Background: an optimization exercise with open tools, aiming at small area, a short achievable clock period and few clock cycles per item. Do not read the settings as production practice. Function was checked by simulation only, so behaviour that the tests miss may differ from the original.

## gf2m_fu
module gf2m_fu (
    input  wire        clk,
    input  wire        rst,         
    input  wire        in_valid,
    output wire        in_ready,
    input  wire [2:0]  in_op,       
    input  wire [2:0]  in_pset,     
    input  wire [31:0] in_a,
    input  wire [31:0] in_b,
    output wire        out_valid,
    input  wire        out_ready,
    output wire [31:0] out_res,
    output wire [2:0]  out_err      
);
    localparam OP_ADD = 3'd1, OP_MUL = 3'd2, OP_SQ = 3'd3,
               OP_SQ4 = 3'd4, OP_INV = 3'd5, OP_DIV = 3'd6;
    localparam ERR_NONE = 3'd0, ERR_ILL = 3'd1, ERR_CFG = 3'd2, ERR_DOM = 3'd6;
    localparam KD_ERR = 3'd0, KD_ADD = 3'd1, KD_SQ = 3'd2, KD_SQ4 = 3'd3,
               KD_INV = 3'd4, KD_DIV = 3'd5, KD_MUL = 3'd6;
    function [12:0] sq1_12;
        input [12:0] x;
        begin
            sq1_12[0] = x[0] ^ x[6];
            sq1_12[1] = x[11];
            sq1_12[2] = x[1] ^ x[7];
            sq1_12[3] = x[6];
            sq1_12[4] = x[2] ^ x[8] ^ x[11];
            sq1_12[5] = x[7];
            sq1_12[6] = x[3] ^ x[9];
            sq1_12[7] = x[8];
            sq1_12[8] = x[4] ^ x[10];
            sq1_12[9] = x[9];
            sq1_12[10] = x[5] ^ x[11];
            sq1_12[11] = x[10];
            sq1_12[12] = 1'b0;
        end
    endfunction
    function [12:0] sq3_12;
        input [12:0] x;
        begin
            sq3_12[0] = x[0] ^ x[3];
            sq3_12[1] = x[5] ^ x[11];
            sq3_12[2] = x[4];
            sq3_12[3] = x[6] ^ x[9];
            sq3_12[4] = x[2];
            sq3_12[5] = x[4] ^ x[10];
            sq3_12[6] = x[3];
            sq3_12[7] = x[2] ^ x[5] ^ x[8];
            sq3_12[8] = x[1] ^ x[4] ^ x[10];
            sq3_12[9] = x[9];
            sq3_12[10] = x[5] ^ x[8] ^ x[11];
            sq3_12[11] = x[7] ^ x[10];
            sq3_12[12] = 1'b0;
        end
    endfunction
    function [12:0] sq5_12;
        input [12:0] x;
        begin
            sq5_12[0] = x[0] ^ x[6];
            sq5_12[1] = x[5] ^ x[8] ^ x[11];
  ...
For scale: about 960 cells after synthesis, roughly 110 I/O pins, ~8200 um^2 of cells after synthesis.
clock: 7.0 ns
lec_check: 0
cap_margin: 20
core_margin: 2
core_utilization: 40
place_density: 0.6
setup_slack_margin: 3.2
slew_margin: 20
standard.sh (not shown) runs the stock make flow with config.mk's settings and CLKGATE_MAP_FILE= SYNTH_SCRIPT=/design/flow/synth_recipe.tcl, a recipe that flattens the netlist after the stock synthesis.
==> flow/flow/run.sh <==
#!/bin/bash
# The standard layout, with the port buffers made of the smallest buffer cell
# (sky130_fd_sc_hd__buf_1) instead of the delay cell buffer_ports picks.
set -euo pipefail
export BUFFER_PORTS_ARGS="-buffer_cell sky130_fd_sc_hd__buf_1"
bash standard.sh > standard_make.log 2>&1
Testbench counts at the start, summed over its fixed seeds: cycles 20,141, items 8,000.
Rerun with:
==> flow/flow/run.sh (replaced) <==
#!/bin/bash
# The standard layout, with two changes:
# - the port buffers are the smallest buffer cell (sky130_fd_sc_hd__buf_1)
#   instead of the delay cell buffer_ports picks by default;
# - the 3-input XOR/XNOR cells are kept out of synthesis and repair (added to
#   the platform's don't-use list), so the GF(2) XOR trees map to 2-input
#   cells, which are smaller and faster here.
set -euo pipefail
export BUFFER_PORTS_ARGS="-buffer_cell sky130_fd_sc_hd__buf_1"
DONT_USE="sky130_fd_sc_hd__probe_p_8 sky130_fd_sc_hd__probec_p_8 sky130_fd_sc_hd__lpflow_bleeder_1 sky130_fd_sc_hd__lpflow_clkbufkapwr_1 sky130_fd_sc_hd__lpflow_clkbufkapwr_16 sky130_fd_sc_hd__lpflow_clkbufkapwr_2 sky130_fd_sc_hd__lpflow_clkbufkapwr_4 sky130_fd_sc_hd__lpflow_clkbufkapwr_8 sky130_fd_sc_hd__lpflow_clkinvkapwr_1 sky130_fd_sc_hd__lpflow_clkinvkapwr_16 sky130_fd_sc_hd__lpflow_clkinvkapwr_2 sky130_fd_sc_hd__lpflow_clkinvkapwr_4 sky130_fd_sc_hd__lpflow_clkinvkapwr_8 sky130_fd_sc_hd__lpflow_decapkapwr_12 sky130_fd_sc_hd__lpflow_decapkapwr_3 sky130_fd_sc_hd__lpflow_decapkapwr_4 sky130_fd_sc_hd__lpflow_decapkapwr_6 sky130_fd_sc_hd__lpflow_decapkapwr_8 sky130_fd_sc_hd__lpflow_inputiso0n_1 sky130_fd_sc_hd__lpflow_inputiso0p_1 sky130_fd_sc_hd__lpflow_inputiso1n_1 sky130_fd_sc_hd__lpflow_inputiso1p_1 sky130_fd_sc_hd__lpflow_inputisolatch_1 sky130_fd_sc_hd__lpflow_isobufsrc_1 sky130_fd_sc_hd__lpflow_isobufsrc_16 sky130_fd_sc_hd__lpflow_isobufsrc_2 sky130_fd_sc_hd__lpflow_isobufsrc_4 sky130_fd_sc_hd__lpflow_isobufsrc_8 sky130_fd_sc_hd__lpflow_isobufsrckapwr_16 sky130_fd_sc_hd__lpflow_lsbuf_lh_hl_isowell_tap_1 sky130_fd_sc_hd__lpflow_lsbuf_lh_hl_isowell_tap_2 sky130_fd_sc_hd__lpflow_lsbuf_lh_hl_isowell_tap_4 sky130_fd_sc_hd__lpflow_lsbuf_lh_isowell_4 sky130_fd_sc_hd__lpflow_lsbuf_lh_isowell_tap_1 sky130_fd_sc_hd__lpflow_lsbuf_lh_isowell_tap_2 sky130_fd_sc_hd__lpflow_lsbuf_lh_isowell_tap_4 sky130_fd_sc_hd__xor3_1 sky130_fd_sc_hd__xor3_2 sky130_fd_sc_hd__xor3_4 sky130_fd_sc_hd__xnor3_1 sky130_fd_sc_hd__xnor3_2 sky130_fd_sc_hd__xnor3_4"
bash standard.sh "DONT_USE_CELLS=$DONT_USE" finish > standard_make.log 2>&1
--- a/flow/config.mk
+++ b/flow/config.mk
@@ -10,2 +10,3 @@
 export CORE_UTILIZATION = 40
+export CTS_BUF_LIST = sky130_fd_sc_hd__clkbuf_4 sky130_fd_sc_hd__clkbuf_8
 export PLACE_DENSITY = 0.6
Outcome: Clock skew grows by 0.0041 ns; area after synthesis shrinks by 3.3%; synthesized cell count grows by 2.3%; die area shrinks by 3.2%; flip-flop and latch count does not change; cell count stays flat; register-to-register slack is better by 0.07 ns; wire length shrinks by 1.2%; clock-buffer cell count is unchanged; hold slack is worse by 0.0059 ns.
Rerun with:
--- a/flow/config.mk
+++ b/flow/config.mk
@@ -9,6 +9,6 @@
 export CORE_MARGIN = 2
-export CORE_UTILIZATION = 40
+export CORE_UTILIZATION = 55
 export CTS_BUF_LIST = sky130_fd_sc_hd__clkbuf_4 sky130_fd_sc_hd__clkbuf_8
-export PLACE_DENSITY = 0.6
-export SETUP_SLACK_MARGIN = 3.2
+export PLACE_DENSITY = 0.7
+export SETUP_SLACK_MARGIN = 3.0
 export SLEW_MARGIN = 20
=>
- first-iteration DRC count went down by 4.9%
- cell count falls by 9.1%
- die area decreases by 27%
- wire length falls by 7.6%
- fmax decreases by 2.9%
- setup slack loses 0.11 ns
- clock skew stays flat
- hold slack is about the same
- via count shrinks by 2.4%
Rerun with:
==> flow/flow/run.sh (replaced) <==
#!/bin/bash
# The standard layout, with the port buffers made of the smallest buffer cell
# (sky130_fd_sc_hd__buf_1) instead of the delay cell buffer_ports picks.
set -euo pipefail
export BUFFER_PORTS_ARGS="-buffer_cell sky130_fd_sc_hd__buf_1"
bash standard.sh > standard_make.log 2>&1
--- a/flow/config.mk
+++ b/flow/config.mk
@@ -9,5 +9,4 @@
 export CORE_MARGIN = 2
-export CORE_UTILIZATION = 55
-export CTS_BUF_LIST = sky130_fd_sc_hd__clkbuf_4 sky130_fd_sc_hd__clkbuf_8
-export PLACE_DENSITY = 0.7
+export CORE_UTILIZATION = 40
+export PLACE_DENSITY = 0.6
 export SETUP_SLACK_MARGIN = 3.0
The new run finished with timing, DRC and antenna clean.
Via count came out higher by about 3%.
Hold slack improved by 0.0051 ns.
Global-route usage decreases by 7.7 points.
Routed wire length rose by about 7%.
Register-to-register slack degrades by 0.05 ns.
Fmax shrinks by about 1.4%.
Cell area grows by 14%.
Count of clock-buffer cells in the layout came out lower by 2.
Die area came out higher by about 40%.
Setup slack degrades by 0.054 ns.
Rerun with:
==> flow/flow/run.sh (replaced) <==
#!/bin/bash
# The standard layout, with two changes:
# - the port buffers are the smallest buffer cell (sky130_fd_sc_hd__buf_1)
#   instead of the delay cell buffer_ports picks by default;
# - the 3-input XOR/XNOR cells are kept out of synthesis and repair (added to
#   the platform's don't-use list), so the GF(2) XOR trees map to 2-input
#   cells, which are smaller and faster here.
set -euo pipefail
export BUFFER_PORTS_ARGS="-buffer_cell sky130_fd_sc_hd__buf_1"
DONT_USE="sky130_fd_sc_hd__probe_p_8 sky130_fd_sc_hd__probec_p_8 sky130_fd_sc_hd__lpflow_bleeder_1 sky130_fd_sc_hd__lpflow_clkbufkapwr_1 sky130_fd_sc_hd__lpflow_clkbufkapwr_16 sky130_fd_sc_hd__lpflow_clkbufkapwr_2 sky130_fd_sc_hd__lpflow_clkbufkapwr_4 sky130_fd_sc_hd__lpflow_clkbufkapwr_8 sky130_fd_sc_hd__lpflow_clkinvkapwr_1 sky130_fd_sc_hd__lpflow_clkinvkapwr_16 sky130_fd_sc_hd__lpflow_clkinvkapwr_2 sky130_fd_sc_hd__lpflow_clkinvkapwr_4 sky130_fd_sc_hd__lpflow_clkinvkapwr_8 sky130_fd_sc_hd__lpflow_decapkapwr_12 sky130_fd_sc_hd__lpflow_decapkapwr_3 sky130_fd_sc_hd__lpflow_decapkapwr_4 sky130_fd_sc_hd__lpflow_decapkapwr_6 sky130_fd_sc_hd__lpflow_decapkapwr_8 sky130_fd_sc_hd__lpflow_inputiso0n_1 sky130_fd_sc_hd__lpflow_inputiso0p_1 sky130_fd_sc_hd__lpflow_inputiso1n_1 sky130_fd_sc_hd__lpflow_inputiso1p_1 sky130_fd_sc_hd__lpflow_inputisolatch_1 sky130_fd_sc_hd__lpflow_isobufsrc_1 sky130_fd_sc_hd__lpflow_isobufsrc_16 sky130_fd_sc_hd__lpflow_isobufsrc_2 sky130_fd_sc_hd__lpflow_isobufsrc_4 sky130_fd_sc_hd__lpflow_isobufsrc_8 sky130_fd_sc_hd__lpflow_isobufsrckapwr_16 sky130_fd_sc_hd__lpflow_lsbuf_lh_hl_isowell_tap_1 sky130_fd_sc_hd__lpflow_lsbuf_lh_hl_isowell_tap_2 sky130_fd_sc_hd__lpflow_lsbuf_lh_hl_isowell_tap_4 sky130_fd_sc_hd__lpflow_lsbuf_lh_isowell_4 sky130_fd_sc_hd__lpflow_lsbuf_lh_isowell_tap_1 sky130_fd_sc_hd__lpflow_lsbuf_lh_isowell_tap_2 sky130_fd_sc_hd__lpflow_lsbuf_lh_isowell_tap_4 sky130_fd_sc_hd__xor3_1 sky130_fd_sc_hd__xor3_2 sky130_fd_sc_hd__xor3_4 sky130_fd_sc_hd__xnor3_1 sky130_fd_sc_hd__xnor3_2 sky130_fd_sc_hd__xnor3_4"
bash standard.sh "DONT_USE_CELLS=$DONT_USE" finish > standard_make.log 2>&1
--- a/flow/config.mk
+++ b/flow/config.mk
@@ -10,2 +10,3 @@
 export CORE_UTILIZATION = 40
+export CTS_BUF_LIST = sky130_fd_sc_hd__clkbuf_4 sky130_fd_sc_hd__clkbuf_8
 export PLACE_DENSITY = 0.6
Clock skew barely changes.
Cell area shrinks by roughly a tenth.
Global-route usage grows by 1.1 points.
Sequential share of layout area grows by 2.3 points.
Flip-flop and latch count does not change.
Synthesized area shrinks by a few percent.
Routed wire length shrinks by a few percent.
Worst hold slack gets worse by 0.0034 ns.
Rerun with:
--- a/flow/config.mk
+++ b/flow/config.mk
@@ -12,3 +12,3 @@
 export PLACE_DENSITY = 0.6
-export SETUP_SLACK_MARGIN = 3.0
+export SETUP_SLACK_MARGIN = 2.8
 export SLEW_MARGIN = 20
Count of clock-buffer cells in the layout is unchanged.
Synthesized cell count does not change.
Via count is lower by 0.49%.
Wire length is about the same.
Register-to-register slack gets worse by 0.098 ns.
Global-route usage is about the same.


Another version of the RTL of gf2m_fu (not shown whole).
For scale: roughly 1000 cells after synthesis, ~81 flip-flops, about 110 I/O pins.
clock: 7.0 ns
lec_check: 0
cap_margin: 20
core_margin: 2
core_utilization: 40
cts_buf_list: sky130_fd_sc_hd__clkbuf_4 sky130_fd_sc_hd__clkbuf_8
place_density: 0.6
setup_slack_margin: 3.0
slew_margin: 20
==> flow/flow/run.sh <==
#!/bin/bash
# The standard layout, with two changes:
# - the port buffers are the smallest buffer cell (sky130_fd_sc_hd__buf_1)
#   instead of the delay cell buffer_ports picks by default;
# - the 3-input XOR/XNOR cells are kept out of synthesis and repair (added to
#   the platform's don't-use list), so the GF(2) XOR trees map to 2-input
#   cells, which are smaller and faster here.
set -euo pipefail
export BUFFER_PORTS_ARGS="-buffer_cell sky130_fd_sc_hd__buf_1"
DONT_USE="sky130_fd_sc_hd__probe_p_8 sky130_fd_sc_hd__probec_p_8 sky130_fd_sc_hd__lpflow_bleeder_1 sky130_fd_sc_hd__lpflow_clkbufkapwr_1 sky130_fd_sc_hd__lpflow_clkbufkapwr_16 sky130_fd_sc_hd__lpflow_clkbufkapwr_2 sky130_fd_sc_hd__lpflow_clkbufkapwr_4 sky130_fd_sc_hd__lpflow_clkbufkapwr_8 sky130_fd_sc_hd__lpflow_clkinvkapwr_1 sky130_fd_sc_hd__lpflow_clkinvkapwr_16 sky130_fd_sc_hd__lpflow_clkinvkapwr_2 sky130_fd_sc_hd__lpflow_clkinvkapwr_4 sky130_fd_sc_hd__lpflow_clkinvkapwr_8 sky130_fd_sc_hd__lpflow_decapkapwr_12 sky130_fd_sc_hd__lpflow_decapkapwr_3 sky130_fd_sc_hd__lpflow_decapkapwr_4 sky130_fd_sc_hd__lpflow_decapkapwr_6 sky130_fd_sc_hd__lpflow_decapkapwr_8 sky130_fd_sc_hd__lpflow_inputiso0n_1 sky130_fd_sc_hd__lpflow_inputiso0p_1 sky130_fd_sc_hd__lpflow_inputiso1n_1 sky130_fd_sc_hd__lpflow_inputiso1p_1 sky130_fd_sc_hd__lpflow_inputisolatch_1 sky130_fd_sc_hd__lpflow_isobufsrc_1 sky130_fd_sc_hd__lpflow_isobufsrc_16 sky130_fd_sc_hd__lpflow_isobufsrc_2 sky130_fd_sc_hd__lpflow_isobufsrc_4 sky130_fd_sc_hd__lpflow_isobufsrc_8 sky130_fd_sc_hd__lpflow_isobufsrckapwr_16 sky130_fd_sc_hd__lpflow_lsbuf_lh_hl_isowell_tap_1 sky130_fd_sc_hd__lpflow_lsbuf_lh_hl_isowell_tap_2 sky130_fd_sc_hd__lpflow_lsbuf_lh_hl_isowell_tap_4 sky130_fd_sc_hd__lpflow_lsbuf_lh_isowell_4 sky130_fd_sc_hd__lpflow_lsbuf_lh_isowell_tap_1 sky130_fd_sc_hd__lpflow_lsbuf_lh_isowell_tap_2 sky130_fd_sc_hd__lpflow_lsbuf_lh_isowell_tap_4 sky130_fd_sc_hd__xor3_1 sky130_fd_sc_hd__xor3_2 sky130_fd_sc_hd__xor3_4 sky130_fd_sc_hd__xnor3_1 sky130_fd_sc_hd__xnor3_2 sky130_fd_sc_hd__xnor3_4"
bash standard.sh "DONT_USE_CELLS=$DONT_USE" finish > standard_make.log 2>&1
Testbench counts at the start, summed over its fixed seeds: cycles 20,141, items 8,000.
Next try:
==> flow/flow/run.sh (replaced) <==
#!/bin/bash
# The standard layout, with the port buffers made of the smallest buffer cell
# (sky130_fd_sc_hd__buf_1) instead of the delay cell buffer_ports picks.
set -euo pipefail
export BUFFER_PORTS_ARGS="-buffer_cell sky130_fd_sc_hd__buf_1"
bash standard.sh > standard_make.log 2>&1
Settings changed: CTS_BUF_LIST sky130_fd_sc_hd__clkbuf_4 sky130_fd_sc_hd__clkbuf_8 to default.
After rerunning: Maximum frequency falls by 0.85%. Count of clock-buffer cells in the layout falls by 1. Core utilization goes up by 0.21 points.
Next try:
Settings changed: CTS_BUF_LIST from default to sky130_fd_sc_hd__clkbuf_4 sky130_fd_sc_hd__clkbuf_8, TNS_END_PERCENT from default to 10.
Result:
- setup slack gets worse by 91 ps
- die area does not change
- synthesized area stays the same
Next try:
Settings changed: SETUP_SLACK_MARGIN 3.0 to 3.15, TNS_END_PERCENT 10 to default.
What happened:
- first-iteration DRC count rises by 18%
- routed wire length rises by 3.5%
- area after synthesis stays the same
- design area rises by 4.8%
- die area does not change
- via count rises by 3.1%
- setup slack gains 180 ps
- hold slack is about the same
- non-clock buffer count rises by 34

[re-timing with driven ports]
The flow's constraints put no driver on any port. The routed layouts listed below were extracted and timed again, unchanged, in two steps.
Step 1 assumes that a clkbuf_16 drives the clock port and a buf_2 every other input.
Step 2 adds t to the input delays and takes it off the output delays; t is the mean of the earliest and latest rising clock arrival at the registers after step 1. Input paths then give back, and output paths get back, about the clock's delay inside the block.
a / b / c = ideal ports / drivers / drivers and shift; a / b = the first two.
run | t, ns | slack for setup (ns) | hold WS [ns] | worst data-port slew with drivers (ns) | pins driven straight from the clock port
the first run of note 1 | 0.365 | 3.178 / 3.178 / 3.178 | 0.466 / 0.466 / 0.466 | 0.04 | 1
the second run of note 1 | 0.387 | 3.248 / 3.248 / 3.248 | 0.460 / 0.460 / 0.460 | 0.04 | 1
the third run of note 1 | 0.390 | 3.134 / 3.134 / 3.134 | 0.459 / 0.459 / 0.459 | 0.04 | 1
the fourth run of note 1 | 0.365 | 3.081 / 3.081 / 3.081 | 0.464 / 0.464 / 0.464 | 0.04 | 1
the fifth run of note 1 | 0.384 | 3.061 / 3.061 / 3.061 | 0.461 / 0.461 / 0.461 | 0.04 | 1
the sixth run of note 1 | 0.386 | 2.963 / 2.963 / 2.963 | 0.461 / 0.461 / 0.461 | 0.04 | 1
the first run of note 2 | 0.385 | 3.144 / 3.144 / 3.144 | 0.463 / 0.463 / 0.463 | 0.07 | 1
the second run of note 2 | 0.370 | 3.111 / 3.111 / 3.111 | 0.466 / 0.466 / 0.466 | 0.04 | 1
the third run of note 2 | 0.387 | 3.020 / 3.020 / 3.020 | 0.469 / 0.469 / 0.469 | 0.04 | 1
the fourth run of note 2 | 0.388 | 3.203 / 3.203 / 3.203 | 0.469 / 0.469 / 0.469 | 0.04 | 1
After both steps setup and hold are still met in every run listed.
